What follows belongs to an exercise in optimizing a design on an open flow for small area, a short achievable clock period and few clock cycles per item; a production flow would make more cautious choices. In this exercise RTL edits were held to simulation tests only and were not proved equivalent to the original. Power is estimated from default activity; no workload was simulated.

Setup of the previous run:
==> flow/design.v (excerpt) <==
module rtty_rx (
    input  wire        clk,
    input  wire        rst,
    input  wire        in_valid,
    output wire        in_ready,
    input  wire [15:0] in_sample,
    output wire        bit_valid,
    output wire        bit_value,
    output wire        out_valid,
    output wire [7:0]  out_char,
    output wire        out_unk,
    output wire [15:0] fecnt
);
For scale: roughly 5700 cells after synthesis, about 48 I/O pins, about 52000 um^2 of cells after synthesis.
clock: 12.0 ns
lec_check: 0
cap_margin: 20
core_margin: 2
core_utilization: 50
place_density: 0.65
slew_margin: 50
synth_memory_max_bits: 65536
standard.sh (not shown) runs the stock make flow with config.mk's settings and CLKGATE_MAP_FILE= SYNTH_SCRIPT=/design/flow/synth_recipe.tcl, a recipe that flattens the netlist after the stock synthesis.
==> flow/flow/run.sh <==
#!/bin/bash
# Own layout flow: the standard layout (standard.sh) with two changes.
# 1. The port buffers that global placement inserts on every input and output
#    port are buf_4 cells instead of the default pick (a delay buffer).
# 2. After the standard synthesis, its full adders are given the polarity
#    (fa(~a,~b,~c) = ~fa(a,b,c)) that needs the fewest inverters
#    (flow/netfix.py); registers and all other cells are left as they are.
# Each tool writes its full output to a log file in this folder.
set -euo pipefail
R=orfs/results/${FLOW_PLATFORM}/rtty_rx/base
export BUFFER_PORTS_ARGS="-buffer_cell sky130_fd_sc_hd__buf_4"

bash standard.sh synth > flow_synth.log 2>&1

cp $R/1_2_yosys.v standard_1_2_yosys.v
python3 flow/netfix.py standard_1_2_yosys.v fixed.v > flow_netfix.log 2>&1
cp fixed.v $R/1_2_yosys.v
touch $R/1_2_yosys.v

bash standard.sh finish > flow_finish.log 2>&1
Other scripts of this flow, unchanged in this note and not shown: flow/flow/netfix.py
The previous run ran to completion and came out clean on the timing, design-rule and antenna checks.
Testbench counts of the previous run, summed over its fixed seeds: cycles 141,584, items 140,800.
What the current run does differently from the previous run at the input level:
Settings: CORE_UTILIZATION now 40, was 50; PLACE_DENSITY no longer set, was 0.65.
[summary]
Maximum number of pins on one net before global-route repair, the previous run and the current run: higher on the current run
Between the previous run and the current run, number of global-route vias before repair decreased.
A standard cell with the maximum stage delay on the critical path of sky130_fd_sc_hd__nor3_1 is what the previous run shows, while sky130_fd_sc_hd__nand2_1 belongs to the current run.
Looking at wire length on met2 across the previous run and the current run, the one that comes out higher is the current run.

========
Another version of the RTL of rtty_rx (not shown whole).
For scale: about 5900 cells after synthesis.
## rtty_rx
module rtty_rx (
    input  wire        clk,
    input  wire        rst,
    input  wire        in_valid,
    output wire        in_ready,
    input  wire [15:0] in_sample,
    output wire        bit_valid,
    output wire        bit_value,
    output wire        out_valid,
    output wire [7:0]  out_char,
    output wire        out_unk,
    output wire [15:0] fecnt
);
export LEC_CHECK = 0
export CAP_MARGIN = 20
export CORE_MARGIN = 2
export CORE_UTILIZATION = 40
export SLEW_MARGIN = 50
export SYNTH_MEMORY_MAX_BITS = 65536
create_clock -name core_clock -period 12.0 [get_ports {clk}]
==> flow/flow/run.sh <==
#!/bin/bash
# Own layout flow: the standard layout (standard.sh), except that the port
# buffers that global placement inserts on every input and output port are
# buf_4 cells instead of the default pick (a delay buffer).
# Each tool writes its full output to a log file in this folder.
set -euo pipefail
export BUFFER_PORTS_ARGS="-buffer_cell sky130_fd_sc_hd__buf_4"
bash standard.sh synth > flow_synth.log 2>&1
bash standard.sh finish > flow_finish.log 2>&1
The first run finished clean.
Testbench counts at the start, summed over its fixed seeds: cycles 141,584, items 140,800.
Then changed:
==> flow/run.sh (new file) <==
#!/bin/bash
# synth_recipe.tcl (not shown) runs the flow's synth.tcl, then flattens the netlist and writes it again
# the make line also repeats each setting of config.mk as NAME=value (left out here)
make -C /OpenROAD-flow-scripts/flow DESIGN_CONFIG=/design/flow/config.mk WORK_HOME=/design/flow/orfs CLKGATE_MAP_FILE= SYNTH_SCRIPT=/design/flow/synth_recipe.tcl finish
removed: flow/flow/run.sh
removed: flow/standard.sh
The new run produced a clean layout.
Setup slack is worse by 0.023 ns.
Sequential power stays flat.
Non-clock buffer count grows by 13.
Total power shrinks by 0.68%.
Fmax shrinks by 0.53%.

separate check: timing with driven ports:
No port has a modelled driver above. Below, the same layouts with a new extraction and two added sets of constraints.
Step 1: set_driving_cell puts a clkbuf_16 on clk and a buf_2 on each other input, an assumption about the parent block.
Step 2 moves the port delays by t, midway between the first and last clock arrival at a register: inputs arrive t later, outputs are due t later. That takes back most of the time a late clock gives input paths.
Slacks: no drivers / after step 1 / after step 2; pairs: no drivers / after step 1.
| run | shift t [ns] | setup WS [ns] | worst setup path at the end | latest minus earliest clock arrival (ns) | worst register clock-pin slew, ns |
|---|---|---|---|---|---|
| the previous run | 0.734 | 8.039 / 8.039 / 8.039 | register to register | 0.039 / 0.039 | 0.07 / 0.07 |
| the current run | 0.755 | 7.982 / 7.982 / 7.982 | register to register | 0.055 / 0.054 | 0.09 / 0.09 |
| the first run of note 2 | 0.772 | 7.667 / 7.667 / 7.667 | register to register | 0.045 / 0.045 | 0.10 / 0.10 |
| the second run of note 2 | 0.775 | 7.644 / 7.644 / 7.370 | input to register | 0.046 / 0.046 | 0.08 / 0.08 |
After both steps every run listed still meets setup and hold. For the second run of note 2, which loses most, drivers alone change the setup slack by 0.000 ns; drivers and shift together by -0.274 ns.
